Background: an optimization exercise with open tools, aiming at small area. Do not read the settings as production practice. The RTL was checked by simulation tests, not by an equivalence proof against the original design. Power is estimated from default activity; no workload was simulated. The clock port is modelled as an ideal driver; clocking choices that lean on that would not hold on a real chip.

Setup of build 18:
// urabros_link
module urabros_link (
    input  wire        clk,
    input  wire        rst,
    input  wire        link_close,
    input  wire        rx_valid,
    input  wire [7:0]  rx_data,
    output wire        ev_valid,
    output wire [2:0]  ev_kind,
    output wire [7:0]  ev_opcode,
    output wire [7:0]  ev_n,
    output wire [10:0] ev_len,
    output wire [7:0]  ev_byte,
    output wire [15:0] ev_crc_rx,
    output wire [15:0] ev_crc_calc,
    input  wire [7:0]  rd_addr,
    output reg  [7:0]  rd_data,
    input  wire        tx_cmd_valid,
    input  wire [7:0]  tx_cmd_opcode,
    input  wire [15:0] tx_cmd_args_len,
    output wire        tx_cmd_ready,
    input  wire        tx_arg_valid,
    input  wire [7:0]  tx_arg_data,
    output wire        tx_arg_ready,
    output wire        tx_out_valid,
    output wire [7:0]  tx_out_data,
    input  wire        tx_out_ready,
    output wire        tx_ev_valid,
    output wire [2:0]  tx_ev_kind,
    output wire [15:0] tx_ev_args_len,
    input  wire        g_init,
    input  wire        g_en,
    input  wire [7:0]  g_data,
    output wire [15:0] g_crc_out
);
==> flow/config.mk <==
export PLATFORM = sky130hd
export DESIGN_NAME = urabros_link
export DESIGN_NICKNAME = urabros_link
export VERILOG_FILES = /design/flow/design.v
export SDC_FILE = /design/flow/constraint.sdc
export NUM_CORES = 4
export LEC_CHECK = 0
export CAP_MARGIN = 20
export CORE_MARGIN = 2
export CORE_UTILIZATION = 65
export CTS_BUF_LIST = sky130_fd_sc_hd__clkbuf_16
export CTS_CLUSTER_DIAMETER = 80
export CTS_CLUSTER_SIZE = 30
export PLACE_DENSITY = 0.75
export SLEW_MARGIN = 20
export SYNTH_HIERARCHICAL = 1
==> flow/constraint.sdc <==
create_clock -name core_clock -period 10.0 [get_ports {clk}]
set_input_delay 2.0000 -clock core_clock [delete_from_list [all_inputs] [get_ports {clk}]]
set_output_delay 2.0000 -clock core_clock [all_outputs]
set_load 0.01 [all_outputs]
standard.sh (not shown) runs the stock make flow with config.mk's settings and CLKGATE_MAP_FILE= SYNTH_SCRIPT=/design/flow/synth_recipe.tcl, a recipe that flattens the netlist after the stock synthesis.
==> flow/flow/run.sh <==
#!/bin/bash
# The standard layout, except that clock tree synthesis adds no dummy
# loads to balance the tree. All tool output goes to standard.log here and
# to ORFS's per-step logs under orfs/logs/.
set -uo pipefail
export CTS_ARGS="-sink_clustering_enable -repair_clock_nets -dont_use_dummy_load -sink_clustering_size 30 -sink_clustering_max_diameter 80 -buf_list sky130_fd_sc_hd__clkbuf_16"
bash standard.sh > standard.log 2>&1
Build 18 went all the way through synthesis, placement and routing and the layout is clean on timing, DRC and antenna.
Edits applied to the flow inputs when going from build 18 to build 54:
==> flow/run.sh (new file) <==
#!/bin/bash
# synth_recipe.tcl (not shown) runs the flow's synth.tcl, then flattens the netlist and writes it again
# the make line also repeats each setting of config.mk as NAME=value (left out here)
make -C /OpenROAD-flow-scripts/flow DESIGN_CONFIG=/design/flow/config.mk WORK_HOME=/design/flow/orfs CLKGATE_MAP_FILE= SYNTH_SCRIPT=/design/flow/synth_recipe.tcl finish
==> flow/config.mk <==
export PLATFORM = sky130hd
export DESIGN_NAME = urabros_link
export DESIGN_NICKNAME = urabros_link
export VERILOG_FILES = /design/flow/design.v
export SDC_FILE = /design/flow/constraint.sdc
export NUM_CORES = 4
export LEC_CHECK = 0
export CAP_MARGIN = 20
export CORE_MARGIN = 2
export CORE_UTILIZATION = 45
export SLEW_MARGIN = 20
export SYNTH_HIERARCHICAL = 1
removed: flow/flow/run.sh
removed: flow/standard.sh
==> comparison <==
Going from build 18 to build 54, first-iteration DRC count shrank by more than 10%. | maximum fanout along the worst path | higher: build 54 |. Relative to build 18, design area increased by 7.1% in build 54.
## Diff of input files: build 7 against build 54
==> flow/flow/run.sh (new file) <==
#!/bin/bash
# The standard layout, except that clock tree synthesis adds no dummy
# loads to balance the tree. All tool output goes to standard.log here and
# to ORFS's per-step logs under orfs/logs/.
set -uo pipefail
export CTS_ARGS="-sink_clustering_enable -repair_clock_nets -dont_use_dummy_load -sink_clustering_size 24 -sink_clustering_max_diameter 100 -buf_list sky130_fd_sc_hd__clkbuf_16"
bash standard.sh > standard.log 2>&1
==> flow/standard.sh (new file) <==
#!/bin/bash
# synth_recipe.tcl (not shown) runs the flow's synth.tcl, then flattens the netlist and writes it again
# the make line also repeats each setting of config.mk as NAME=value (left out here)
make -C /OpenROAD-flow-scripts/flow DESIGN_CONFIG=/design/flow/config.mk WORK_HOME=/design/flow/orfs CLKGATE_MAP_FILE= SYNTH_SCRIPT=/design/flow/synth_recipe.tcl "${@:-finish}"
-- flow/config.mk --
<<< build 54, line 8
export CAP_MARGIN = 20
export CORE_MARGIN = 2
export CORE_UTILIZATION = 45
export SLEW_MARGIN = 20
export SYNTH_HIERARCHICAL = 1
>>> build 7, line 8
export CAP_MARGIN = 20
export CORE_MARGIN = 2
export CORE_UTILIZATION = 60
export CTS_BUF_LIST = sky130_fd_sc_hd__clkbuf_16
export CTS_CLUSTER_DIAMETER = 100
export CTS_CLUSTER_SIZE = 24
export PLACE_DENSITY = 0.7
export SLEW_MARGIN = 20
export SYNTH_HIERARCHICAL = 1
removed: flow/run.sh
Notes after the runs:
Build 54 → build 7: number of clock-tree buffers in the layout saw a decrease, fraction of power consumed by the clock network lost 13 points, number of clock buffers inserted by TritonCTS went down, worst-case hold slack rose by 0.018 ns. The end point of the critical path comes out rd_data[2]$_DFF_P_ in one run and rd_data[5]$_DFF_P_ in the other, namely in build 54 and build 7 respectively. Taking build 54 as 1.0, build 7 lands at 0.897 on met1 wire length. Compared with build 54, build 7 is the less power-hungry design. Build 7 leaves more setup margin than build 54.
For build 2, these inputs were changed with respect to build 7:
==> flow/run.sh (new file) <==
#!/bin/bash
# synth_recipe.tcl (not shown) runs the flow's synth.tcl, then flattens the netlist and writes it again
# the make line also repeats each setting of config.mk as NAME=value (left out here)
make -C /OpenROAD-flow-scripts/flow DESIGN_CONFIG=/design/flow/config.mk WORK_HOME=/design/flow/orfs CLKGATE_MAP_FILE= SYNTH_SCRIPT=/design/flow/synth_recipe.tcl finish
removed: flow/flow/run.sh
removed: flow/standard.sh
- Measured against each other, build 7 and build 2 differ in count of clock-buffer cells in the layout, the lower figure coming from build 7.
- Taking build 7 as the reference, in build 2 static leakage grew by about 1%; total overflow reported by the global router held steady.
- Between build 7 and build 2, the met1 global-route usage figures differ only marginally.
- Status: number of nets in the layout parity (build 2, build 7)
- The number of remaining DRC errors of build 7 and that of build 2 are within noise of each other.
- Final wirelength essentially unchanged between build 2 and build 7.

==> separate check: timing with driven ports <==
The results above use ideal ports. As a check the final layouts listed here were re-extracted and re-timed, cells and wires unchanged. Step 1 assumes that a clkbuf_16 drives the clock port and a buf_2 every other input. Step 2 adds t to the input delays and takes it off the output delays; t is the mean of the earliest and latest rising clock arrival at the registers after step 1. Input paths then give back, and output paths get back, about the clock's delay inside the block. a / b / c = ideal / step 1 / step 2; a / b = the first two.
| run | shift t [ns] | setup slack, ns | worst hold slack (ns) | slew at the worst register clock pin (ns) |
|---|---|---|---|---|
| build 18 | 0.930 | 2.054 / 2.111 / 1.181 | 0.407 / 0.407 / 0.407 | 0.11 / 0.11 |
| build 54 | 1.027 | 1.938 / 2.012 / 0.984 | 0.373 / 0.373 / 0.373 | 0.07 / 0.07 |
| build 7 | 0.926 | 1.970 / 2.045 / 1.119 | 0.392 / 0.392 / 0.392 | 0.10 / 0.10 |
| build 2 | 0.960 | 1.877 / 1.949 / 0.989 | 0.426 / 0.426 / 0.426 | 0.10 / 0.10 |
After both steps setup and hold are still met in every run listed. For build 54, which loses most, drivers alone change the setup slack by +0.074 ns; drivers and shift together by -0.954 ns.
